Context: an optimization exercise on an open-source flow, tuned for small area and few clock cycles. The choices shown serve that exercise and are no tape-out recipe.
The RTL was checked by simulation tests, not by an equivalence proof against the original design.
Power figures rest on the tool's default switching activity, not on a simulated workload.

==> module rapidlok_track_decoder, before the edit <==
module rapidlok_track_decoder (
    input  wire        clk,
    input  wire        rst,
    input  wire        in_valid,
    output wire        in_ready,
    input  wire [7:0]  in_data,
    input  wire        in_last,
    input  wire [7:0]  trk,
    output wire        hdr_valid,
    output wire [4:0]  hdr_sec,
    output wire [15:0] hdr_pos,
    output wire        pay_valid,
    output wire [15:0] pay_data,
    output wire        span_valid,
    output wire        span_mark,
    output wire        trk_done,
    output wire [4:0]  trk_nfound
);
    localparam PH_NONE = 2'd0;    
    localparam PH_MARK = 2'd1;    
    localparam PH_DATA = 2'd2;    
    localparam PH_IDLE = 2'd3;    
    reg  [2:0]  k;        
    reg  [4:0]  s;        
    reg  [2:0]  r;        
    reg  [15:0] qpos;     
    reg  [20:0] found;
    reg  [4:0]  nfound;
    reg         fin;      
    wire [7:0] b = in_data;
    wire [3:0] thi = trk[7:4];
    wire [3:0] tlo = trk[3:0];
    wire [3:0] chi = {~thi[3], thi[2], thi[1], ~(thi[0] ^ s[4])};
    wire [3:0] clo = tlo ^ s[3:0] ^ 4'h6;
    wire [5:0] p_thi = {1'b1, thi[3], thi[2], ~(thi[3] & thi[2] & thi[1]), thi[1], thi[0]};
    wire [5:0] p_tlo = {1'b1, tlo[3], tlo[2], ~(tlo[3] & tlo[2] & tlo[1]), tlo[1], tlo[0]};
    wire [5:0] p_chi = {1'b1, chi[3], chi[2], ~(chi[3] & chi[2] & chi[1]), chi[1], chi[0]};
    wire [5:0] p_clo = {1'b1, clo[3], clo[2], ~(clo[3] & clo[2] & clo[1]), clo[1], clo[0]};
    wire [3:0] p_slo = {s[2], ~(s[3] & s[2] & s[1]), s[1], s[0]};    
    wire [7:0] h1 = {5'b10010, s[4], 1'b1, s[3]};
    wire [7:0] h2 = {p_slo, p_thi[5:2]};
    wire [7:0] h3 = {p_thi[1:0], p_tlo};
    wire [7:0] h5 = {4'b1110, p_chi[5:2]};
    wire [7:0] h6 = {p_chi[1:0], p_clo};
    wire alt = (k == 3'd4) && (h3 == 8'h75);
    reg ok;
    always @(*) begin
        case (k)
            3'd1: ok = (b[7:3] == 5'b10010) && b[1];
            3'd2: ok = (b[6] == ~(s[3] & b[7] & b[5])) && (b[3:0] == h2[3:0]);
            3'd3: ok = (b == h3);
            3'd4: ok = (b == 8'hD6);
            3'd5: ok = (b == h5);
            default: ok = (b == h6);
        endcase
    end
    wire [4:0] total = (trk >= 8'd31) ? 5'd16 :
                       (trk <= 8'd17) ? 5'd20 :
                       (trk <= 8'd24) ? 5'd18 : 5'd17;
    wire found_s = found[s];
    wire held = (k != 3'd0);
    wire adv  = held && ok && (k != 3'd6) && !in_last;
    wire det  = (k == 3'd6) && ok && (s <= total) && !found_s;
    wire die  = held && !adv && !det;
    assign in_ready = !die;
    wire take   = in_valid && !die;
    wire replay = in_valid && die;
    wire start  = (b == 8'h75) && !in_last;
    wire [2:0] nfree = k - {2'd0, alt};
    reg [7:0] hb;         
    always @(*) begin
        case (r)
            3'd0: hb = 8'h75;
            3'd1: hb = h1;
            3'd2: hb = h2;
            3'd3: hb = h3;
            3'd4: hb = 8'hD6;
            default: hb = h5;
        endcase
    end
    wire       proc = replay || (take && !held && !start);
    wire [7:0] x    = replay ? hb : b;
    reg  [1:0]  phase;
    reg  [7:0]  cnt;      
    reg  [1:0]  tcnt;     
    reg  [9:0]  tri_buf;  
    reg  [15:0] q0, q1;   
    wire hdr_go  = take && det;
    wire dstep   = proc && !fin && (phase == PH_DATA) && (cnt < 8'd194);
    wire pair_go = dstep && (tcnt == 2'd2);
    assign hdr_valid  = hdr_go;
    assign hdr_sec    = s;
    assign hdr_pos    = qpos;
    assign pay_valid  = pair_go && (cnt >= 8'd2);
    assign pay_data   = q0;
    assign span_valid = (hdr_go || fin) && (phase != PH_NONE);
    assign span_mark  = (phase == PH_DATA);
    assign trk_done   = fin;
    assign trk_nfound = nfound;
    wire [15:0] w = ~{tri_buf, x[7], x[6], x[4], x[3], x[1], x[0]};
    always @(posedge clk) begin
        if (rst) begin
            k      <= 3'd0;
            r      <= 3'd0;
            qpos   <= 16'hFFFA;
            found  <= 21'd0;
            nfound <= 5'd0;
            fin    <= 1'b0;
            phase  <= PH_NONE;
        end else begin
            if (replay) begin
                if (r == nfree - 3'd1) begin
                    r   <= 3'd0;
                    k   <= {2'd0, alt};
                end else begin
                    r <= r + 3'd1;
                end
            end else if (take) begin
                qpos <= in_last ? 16'hFFFA : qpos + 16'd1;
                if (adv) begin
                    k   <= k + 3'd1;
                    if (k == 3'd1) s[4:3] <= {b[2], b[0]};
                    if (k == 3'd2) s[2:0] <= {b[7], b[5], b[4]};
                end else begin
                    k   <= {2'd0, start};
                end
            end
            fin <= take && in_last;
            if (fin) begin
                phase  <= PH_NONE;
                found  <= 21'd0;
                nfound <= 5'd0;
            end else if (hdr_go) begin
                phase  <= PH_MARK;
                cnt    <= 8'd7;
                tcnt   <= 2'd0;
                found  <= found | (21'd1 << s);
                nfound <= nfound + 5'd1;
            end else if (proc) begin
                case (phase)
                    PH_MARK: begin
                        if (tcnt[0] && x == 8'h6B) begin
                            phase <= PH_DATA;
                            cnt   <= 8'd0;
                            tcnt  <= 2'd0;
                        end else begin
                            if (cnt == 8'd38) phase <= PH_IDLE;
                            tcnt[0] <= (x == 8'hFF);
                            cnt     <= cnt + 8'd1;
                        end
                    end
                    PH_DATA: begin
                        if (cnt < 8'd194) begin
                            case (tcnt)
                                2'd0: begin
                                    tri_buf[9:5] <= {x[6], x[5], x[3], x[2], x[0]};
                                    tcnt <= 2'd1;
                                end
                                2'd1: begin
                                    tri_buf[4:0] <= {x[7], x[5], x[4], x[2], x[1]};
                                    tcnt <= 2'd2;
                                end
                                default: begin
                                    q0   <= q1;
                                    q1   <= w;
                                    cnt  <= cnt + 8'd1;
                                    tcnt <= 2'd0;
                                end
                            endcase
                        end
                    end
                    default: ;
                endcase
            end
        end
    end
endmodule
Settings: LEC_CHECK=0, ABC_AREA=1, CAP_MARGIN=20, CORE_MARGIN=2, CORE_UTILIZATION=55, SLEW_MARGIN=20; clock period 10.0 ns.
standard.sh (not shown) runs the stock make flow with config.mk's settings and CLKGATE_MAP_FILE= SYNTH_SCRIPT=/design/flow/synth_recipe.tcl, a recipe that flattens the netlist after the stock synthesis.
==> flow/flow/run.sh <==
#!/bin/bash
# The standard layout (standard.sh) with three changes:
#  - synthesis maps the logic with an area-oriented ABC script and no adder
#    extraction (flow/synth.tcl, flow/area.abc); flip-flops are mapped as before
#  - the port buffers are the smallest buffer, sky130_fd_sc_hd__buf_1
#  - clock tree synthesis uses small clock buffers
set -euo pipefail
here=$(pwd)
sed "s#SYNTH_SCRIPT=[^ ]*#SYNTH_SCRIPT=$here/flow/synth.tcl#" standard.sh > flow_standard.sh
export FLOW_ABC_SCRIPT=$here/flow/area.abc
export BUFFER_PORTS_ARGS="-buffer_cell sky130_fd_sc_hd__buf_1"
if [[ -f flow/cts_args ]]; then export CTS_ARGS="$(cat flow/cts_args)"; fi
bash flow_standard.sh ADDER_MAP_FILE= finish > flow_make.log 2>&1
==> flow/flow/area.abc <==
strash
&get -n
&fraig -x
&put
scorr
dc2
strash
&get -n
&deepsyn -T 20
&put
dch -f
amap
topo
==> flow/flow/cts_args <==
-sink_clustering_enable -repair_clock_nets -buf_list sky130_fd_sc_hd__clkbuf_8 -root_buf sky130_fd_sc_hd__clkbuf_8 -dont_use_dummy_load
==> flow/flow/synth.tcl <==
# The standard flow's synthesis script (synth_recipe.tcl), with ABC run on an area-oriented
# script of our own. Flip-flop mapping and naming are unchanged.
proc synth {args} { yosys synth -nofsm -noshare {*}$args }
proc abc {args} {
  set i [lsearch -exact $args -script]
  if {$i >= 0} { set args [lreplace $args [expr {$i + 1}] [expr {$i + 1}] $::env(FLOW_ABC_SCRIPT)] }
  yosys abc {*}$args
}
source $::env(SCRIPTS_DIR)/synth.tcl
# left out here: clear keep_hierarchy, flatten, clean up, hide names made inside functions, write 1_2_yosys.v
Testbench counts at the start, summed over its fixed seeds: cycles 192,272.
==> next run, changes <==
--- a/flow/design.v
+++ b/flow/design.v
@@ -59,13 +59,13 @@
                        (trk <= 8'd24) ? 5'd18 : 5'd17;
     wire found_s = found[s];
     wire held = (k != 3'd0);
     wire adv  = held && ok && (k != 3'd6) && !in_last;
     wire det  = (k == 3'd6) && ok && (s <= total) && !found_s;
     wire die  = held && !adv && !det;
-    assign in_ready = !die;
+    assign in_ready = !(in_valid && die);
     wire take   = in_valid && !die;
     wire replay = in_valid && die;
     wire start  = (b == 8'h75) && !in_last;
     wire [2:0] nfree = k - {2'd0, alt};
     reg [7:0] hb;         
     always @(*) begin
@@ -129,13 +129,13 @@
             if (fin) begin
                 phase  <= PH_NONE;
                 found  <= 21'd0;
                 nfound <= 5'd0;
             end else if (hdr_go) begin
                 phase  <= PH_MARK;
-                cnt    <= 8'd7;
+                cnt    <= start ? 8'd6 : 8'd7;
                 tcnt   <= 2'd0;
                 found  <= found | (21'd1 << s);
                 nfound <= nfound + 5'd1;
             end else if (proc) begin
                 case (phase)
                     PH_MARK: begin
Result:
- The changed run produced a clean layout
- non-clock buffer count is higher by 1
- via count is lower slightly
- global-route usage is lower by 1.5 points
- total power is lower by a few percent
- maximum frequency is lower slightly
- clock power stays flat
- wire length is lower by a few percent
- die area hardly moves
Testbench counts after the change, summed over its fixed seeds: cycles 192,272.

-- what the ideal ports hide --
The results above use ideal ports. As a check the final layouts listed here were re-extracted and re-timed, cells and wires unchanged. Step 1 sets driving cells, clkbuf_16 on the clock port and buf_2 on the other inputs (assumed; they add their load-dependent delay and slew). Step 2 moves the port delays by t, midway between the first and last clock arrival at a register: inputs arrive t later, outputs are due t later. That takes back most of the time a late clock gives input paths. Three values: ideal, step 1, step 2; two values: the first two.
run | t, ns | setup WS [ns] | hold WS [ns]
the first run | 0.372 | 2.751 / 2.727 / 2.727 | 0.403 / 0.403 / 0.403
the second run | 0.386 | 2.604 / 2.578 / 2.578 | 0.400 / 0.400 / 0.400
After both steps setup and hold are still met in every run listed. The setup slack of the second run, which loses most, moves by -0.026 ns with the drivers and by -0.026 ns with both steps.
